From an optimization exercise on the open Yosys and OpenROAD flow, aimed at small area; shortcuts taken in it are not production practice.
The RTL was checked by simulation tests, not by an equivalence proof against the original design.
No activity file was given, so power comes from the tool's default toggle rates.

Design link_rx, start of the top module:
module link_rx (
    input  wire        clk,
    input  wire        rst,
    input  wire [6:0]  local_addr_in,
    input  wire        rx_valid,
    input  wire [7:0]  rx_data,
    input  wire        rx_timeout,
    output reg         hd_valid,
    output wire [7:0]  hd_receiver,
    output wire [7:0]  hd_sender,
    output wire [7:0]  hd_type,
    output wire [7:0]  hd_len,
    output wire        pl_valid,
    output wire [63:0] pl_data,
    output reg         fe_valid,
    output wire [1:0]  fe_code
);
    localparam [7:0] MARKER    = 8'hFF;
    localparam [7:0] START     = 8'h02;
    localparam [7:0] STOP      = 8'h03;
    localparam [7:0] BROADCAST = 8'h7F;
    localparam [1:0] POS_SCAN = 2'd0;
    localparam [1:0] POS_CW   = 2'd1;
    localparam [1:0] POS_END  = 2'd2;
    reg [6:0]  local_addr;
    reg [1:0]  bm_pos;
    reg [3:0]  bm_nib;         
    reg        bm_have_upper;
    reg [3:0]  bm_upper;
    reg [2:0]  fa_hdr;         
    reg        fa_start_ok;    
    reg        fa_match;       
    reg        fa_bcast;       
    reg [7:0]  fa_sender;
    reg [7:0]  fa_type;
    reg [7:0]  fa_len;
    reg [7:0]  fa_pc;          
    reg [31:0]   asm_q;        
    reg [2047:0] ring;         
    reg [3:0]    ph;           
    reg        hd_bcast;
    reg        hd_pend;
    reg        rd_active;      
    reg        rd_go;          
  ...
==> flow/config.mk <==
export PLATFORM = sky130hd
export DESIGN_NAME = link_rx
export DESIGN_NICKNAME = link_rx
export VERILOG_FILES = /design/flow/design.v
export SDC_FILE = /design/flow/constraint.sdc
export NUM_CORES = 4
export LEC_CHECK = 0
export CAP_MARGIN = 20
export CORE_MARGIN = 2
export CORE_UTILIZATION = 60
export SLEW_MARGIN = 20
==> flow/constraint.sdc <==
create_clock -name core_clock -period 10.0 [get_ports {clk}]
set_input_delay 2.0000 -clock core_clock [delete_from_list [all_inputs] [get_ports {clk}]]
set_output_delay 2.0000 -clock core_clock [all_outputs]
set_load 0.01 [all_outputs]
standard.sh (not shown) runs the stock make flow with config.mk's settings and CLKGATE_MAP_FILE= SYNTH_SCRIPT=/design/flow/synth_recipe.tcl, a recipe that flattens the netlist after the stock synthesis.
==> flow/flow/run.sh <==
#!/bin/bash
# Standard layout with three changes:
#  - after the standard synthesis, the combinational cells are re-mapped
#    with an area-oriented ABC script (flow/area.abc) (flip-flops, their names and cell
#    types are kept as the standard synthesis made them);
#  - a smaller clock tree (leaf clusters of 16 sinks on clkbuf_8, no dummy
#    loads);
#  - buf_1 as the port buffer cell.
set -euo pipefail
export CTS_ARGS="-sink_clustering_enable -repair_clock_nets -dont_use_dummy_load -sink_clustering_size 16 -sink_clustering_max_diameter 100 -buf_list sky130_fd_sc_hd__clkbuf_8"
export BUFFER_PORTS_ARGS="-buffer_cell sky130_fd_sc_hd__buf_1"

bash standard.sh synth > synth.log 2>&1

PLAT=$FLOW_HOME/platforms/sky130hd
LIB=$PLAT/lib/sky130_fd_sc_hd__tt_025C_1v80.lib
R=orfs/results/sky130hd/link_rx/base
YOSYS=$(command -v yosys || echo "$FLOW_HOME/../tools/install/yosys/bin/yosys")
DU=$(sed -n '/DONT_USE_CELLS/,/^$/p' $PLAT/config.mk | grep -o 'sky130_fd_sc_hd__[a-z0-9_]*' | sed 's/^/-dont_use /' | tr '\n' ' ')
cp $R/1_2_yosys.v std_synth.v
sed -e "s#@LIB@#$LIB#g" -e "s#@DU@#$DU#" -e "s#@IN@#std_synth.v#" -e "s#@OUT@#$R/1_2_yosys.v#" -e "s#@ABC@#flow/area.abc#" flow/resyn.ys > resyn.ys
"$YOSYS" -s resyn.ys > resyn.log 2>&1
rm -f $R/1_synth.odb $R/1_synth.sdc

bash standard.sh > standard.log 2>&1
==> flow/flow/area.abc <==
strash; dc2; dch -f; amap; topo; dnsize
==> flow/flow/resyn.ys <==
# Re-map the standard synthesis's combinational cells for area; the
# flip-flop and tie cells stay as they are.
read_liberty -ignore_miss_func @LIB@
read_verilog @IN@
hierarchy -top link_rx
setattr -mod -set keep_hierarchy 1 sky130_fd_sc_hd__dfxtp_1 sky130_fd_sc_hd__edfxtp_1 sky130_fd_sc_hd__conb_1
flatten
opt -purge
abc -liberty @LIB@ @DU@ -script @ABC@
opt_clean -purge
stat -liberty @LIB@
select -module link_rx
write_verilog -noattr -selected @OUT@
The first run finished with timing, DRC and antenna clean.
Next try:
==> flow/flow/run.sh (replaced) <==
#!/bin/bash
# Standard layout with two changes: a smaller clock tree (larger leaf
# clusters of clkbuf_8, no dummy loads) and buf_1 as the port buffer cell.
set -euo pipefail
export CTS_ARGS="-sink_clustering_enable -repair_clock_nets -dont_use_dummy_load -sink_clustering_size 16 -sink_clustering_max_diameter 100 -buf_list sky130_fd_sc_hd__clkbuf_8"
export BUFFER_PORTS_ARGS="-buffer_cell sky130_fd_sc_hd__buf_1"
bash standard.sh > standard.log 2>&1
removed: flow/flow/area.abc
removed: flow/flow/resyn.ys
Core utilization shrinks by 1.1 points. Non-clock buffer count shrinks by 4. Critical path depth shrinks by 8. Worst hold slack improved by 0.0049 ns. Sequential power stays flat. Power barely changes. Cell count grows slightly. Via count grows by a few percent. Final area grows by a few percent.
Next try:
==> flow/flow/run.sh (replaced) <==
#!/bin/bash
# Standard layout with three changes:
#  - after the standard synthesis, the combinational cells are re-mapped
#    with an area-oriented ABC script (flow/area.abc) (flip-flops, their names and cell
#    types are kept as the standard synthesis made them);
#  - a smaller clock tree (leaf clusters of up to 10 sinks on clkbuf_4, no dummy
#    loads);
#  - buf_1 as the port buffer cell.
set -euo pipefail
export CTS_ARGS="-sink_clustering_enable -repair_clock_nets -dont_use_dummy_load -sink_clustering_size 10 -sink_clustering_max_diameter 40 -buf_list sky130_fd_sc_hd__clkbuf_4"
export BUFFER_PORTS_ARGS="-buffer_cell sky130_fd_sc_hd__buf_1"

bash standard.sh synth > synth.log 2>&1

PLAT=$FLOW_HOME/platforms/sky130hd
LIB=$PLAT/lib/sky130_fd_sc_hd__tt_025C_1v80.lib
R=orfs/results/sky130hd/link_rx/base
YOSYS=$(command -v yosys || echo "$FLOW_HOME/../tools/install/yosys/bin/yosys")
DU=$(sed -n '/DONT_USE_CELLS/,/^$/p' $PLAT/config.mk | grep -o 'sky130_fd_sc_hd__[a-z0-9_]*' | sed 's/^/-dont_use /' | tr '\n' ' ')
cp $R/1_2_yosys.v std_synth.v
sed -e "s#@LIB@#$LIB#g" -e "s#@DU@#$DU#" -e "s#@IN@#std_synth.v#" -e "s#@OUT@#$R/1_2_yosys.v#" -e "s#@ABC@#flow/area.abc#" flow/resyn.ys > resyn.ys
"$YOSYS" -s resyn.ys > resyn.log 2>&1
rm -f $R/1_synth.odb $R/1_synth.sdc

bash standard.sh > standard.log 2>&1
==> flow/flow/area.abc (new file) <==
strash; dc2; dch -f; amap; topo; dnsize
==> flow/flow/resyn.ys (new file) <==
# Re-map the standard synthesis's combinational cells for area; the
# flip-flop and tie cells stay as they are.
read_liberty -ignore_miss_func @LIB@
read_verilog @IN@
hierarchy -top link_rx
setattr -mod -set keep_hierarchy 1 sky130_fd_sc_hd__dfxtp_1 sky130_fd_sc_hd__edfxtp_1 sky130_fd_sc_hd__conb_1
flatten
opt -purge
abc -liberty @LIB@ @DU@ -script @ABC@
opt_clean -purge
stat -liberty @LIB@
select -module link_rx
write_verilog -noattr -selected @OUT@
Outcome: The changed run finished clean. Setup slack got worse by 1.7 ns. Clock skew went up by 0.093 ns. Routed wire length fell by 2.1%. Via count stays flat. Design area went down by 4.1%. Synthesized area went down by 4.3%. Clock-buffer cell count rises by 84. Total power went down by 2.2%. Utilization increases by 0.66 points. Maximum frequency shrinks by 22%.
Next try:
--- a/flow/flow/run.sh
+++ b/flow/flow/run.sh
@@ -4 +4 @@
-#    with an area-oriented ABC script (flow/area.abc) (flip-flops, their names and cell
+#    with an area-oriented ABC script (flip-flops, their names and cell
@@ -6 +6 @@
-#  - a smaller clock tree (leaf clusters of up to 10 sinks on clkbuf_4, no dummy
+#  - a smaller clock tree (leaf clusters of 16 sinks on clkbuf_8, no dummy
@@ -10 +10 @@
-export CTS_ARGS="-sink_clustering_enable -repair_clock_nets -dont_use_dummy_load -sink_clustering_size 10 -sink_clustering_max_diameter 40 -buf_list sky130_fd_sc_hd__clkbuf_4"
+export CTS_ARGS="-sink_clustering_enable -repair_clock_nets -dont_use_dummy_load -sink_clustering_size 16 -sink_clustering_max_diameter 100 -buf_list sky130_fd_sc_hd__clkbuf_8"
==> flow/flow/area.abc (replaced) <==
strash; dch -f; map -a; topo; dnsize
=>
- The new run completed without violations
- non-clock buffer count is unchanged
- via count decreases by 1.8%
- first-iteration DRC count rose by 6.5%
- wire length stays flat
- die area rose by about 0.8%
- final cell count goes up by about 2.2%
- global-route usage went down by 0.13 points
- flip-flop and latch count does not change


Another version of the RTL of link_rx (not shown whole).
Size in the first run: about 2200 flip-flops, ~120 I/O pins, about 0.049 mm2 of cells after synthesis.
Settings: LEC_CHECK=0, ABC_AREA=1, CAP_MARGIN=20, CORE_MARGIN=2, CORE_UTILIZATION=40, CTS_BUF_LIST=sky130_fd_sc_hd__clkbuf_4, SLEW_MARGIN=20; clock period 10.0 ns.
run.sh (not shown) runs the stock make flow with config.mk's settings and CLKGATE_MAP_FILE= SYNTH_SCRIPT=/design/flow/synth_recipe.tcl, a recipe that flattens the netlist after the stock synthesis.
Stock flow here: none of the scripts above is used.
Rerun with:
==> flow/flow/run.sh (new file) <==
#!/bin/bash
# Standard layout with two changes: a smaller clock tree (larger leaf
# clusters of clkbuf_8, no dummy loads) and buf_1 as the port buffer cell.
set -euo pipefail
export CTS_ARGS="-sink_clustering_enable -repair_clock_nets -dont_use_dummy_load -sink_clustering_size 16 -sink_clustering_max_diameter 100 -buf_list sky130_fd_sc_hd__clkbuf_8"
export BUFFER_PORTS_ARGS="-buffer_cell sky130_fd_sc_hd__buf_1"
bash standard.sh > standard.log 2>&1
==> flow/standard.sh (new file) <==
#!/bin/bash
# synth_recipe.tcl (not shown) runs the flow's synth.tcl, then flattens the netlist and writes it again
# the make line also repeats each setting of config.mk as NAME=value (left out here)
make -C /OpenROAD-flow-scripts/flow DESIGN_CONFIG=/design/flow/config.mk WORK_HOME=/design/flow/orfs CLKGATE_MAP_FILE= SYNTH_SCRIPT=/design/flow/synth_recipe.tcl "${@:-finish}"
ABC_AREA = not set   (was 1)
CORE_UTILIZATION = 60   (was 40)
CTS_BUF_LIST = not set   (was sky130_fd_sc_hd__clkbuf_4)
removed: flow/run.sh
After rerunning: Final cell count is lower by 27%. Count of clock-buffer cells in the layout is lower by 610. Cell area is lower by 9.5%. Clock power is lower by 44%. Setup slack gets better by 780 ps. First-iteration DRC count is higher by 1.3%. Core utilization is higher by 17 points.
Rerun with:
==> flow/run.sh (new file) <==
#!/bin/bash
# synth_recipe.tcl (not shown) runs the flow's synth.tcl, then flattens the netlist and writes it again
# the make line also repeats each setting of config.mk as NAME=value (left out here)
make -C /OpenROAD-flow-scripts/flow DESIGN_CONFIG=/design/flow/config.mk WORK_HOME=/design/flow/orfs CLKGATE_MAP_FILE= SYNTH_SCRIPT=/design/flow/synth_recipe.tcl finish
ABC_AREA = 1   (was not set)
CTS_BUF_LIST = sky130_fd_sc_hd__clkbuf_8   (was not set)
CTS_CLUSTER_SIZE = 30   (was not set)
removed: flow/flow/run.sh
removed: flow/standard.sh
What happened: Worst setup slack loses 490 ps. First-iteration DRC count came out lower by a few percent. Register-to-register slack gains 280 ps.

[what the ideal ports hide]
The results above use ideal ports. As a check the final layouts listed here were re-extracted and re-timed, cells and wires unchanged. Step 1, drivers: a clkbuf_16 drives clk and a buf_2 each remaining input, both assumed. Step 2 adds t to the input delays and takes it off the output delays; t is the mean of the earliest and latest rising clock arrival at the registers after step 1. Input paths then give back, and output paths get back, about the clock's delay inside the block. Three values: ideal ports, drivers, drivers and shift; two values: the first two.
| run | t, ns | setup WS [ns] | clock arrival spread, ns |
|---|---|---|---|
| the first run of note 1 | 0.836 | 2.608 / 2.542 / 3.377 | 0.086 / 0.087 |
| the second run of note 1 | 0.827 | 3.935 / 3.873 / 4.700 | 0.071 / 0.071 |
| the third run of note 1 | 1.062 | 2.237 / 2.173 / 3.235 | 0.162 / 0.162 |
| the fourth run of note 1 | 0.847 | 3.497 / 3.438 / 4.284 | 0.073 / 0.073 |
| the first run of note 2 | 1.275 | 2.942 / 2.876 / 4.151 | 0.115 / 0.116 |
| the second run of note 2 | 0.828 | 3.726 / 3.664 / 4.492 | 0.071 / 0.072 |
| the third run of note 2 | 0.969 | 3.236 / 3.167 / 4.136 | 0.064 / 0.064 |
After both steps every run listed still meets setup and hold.
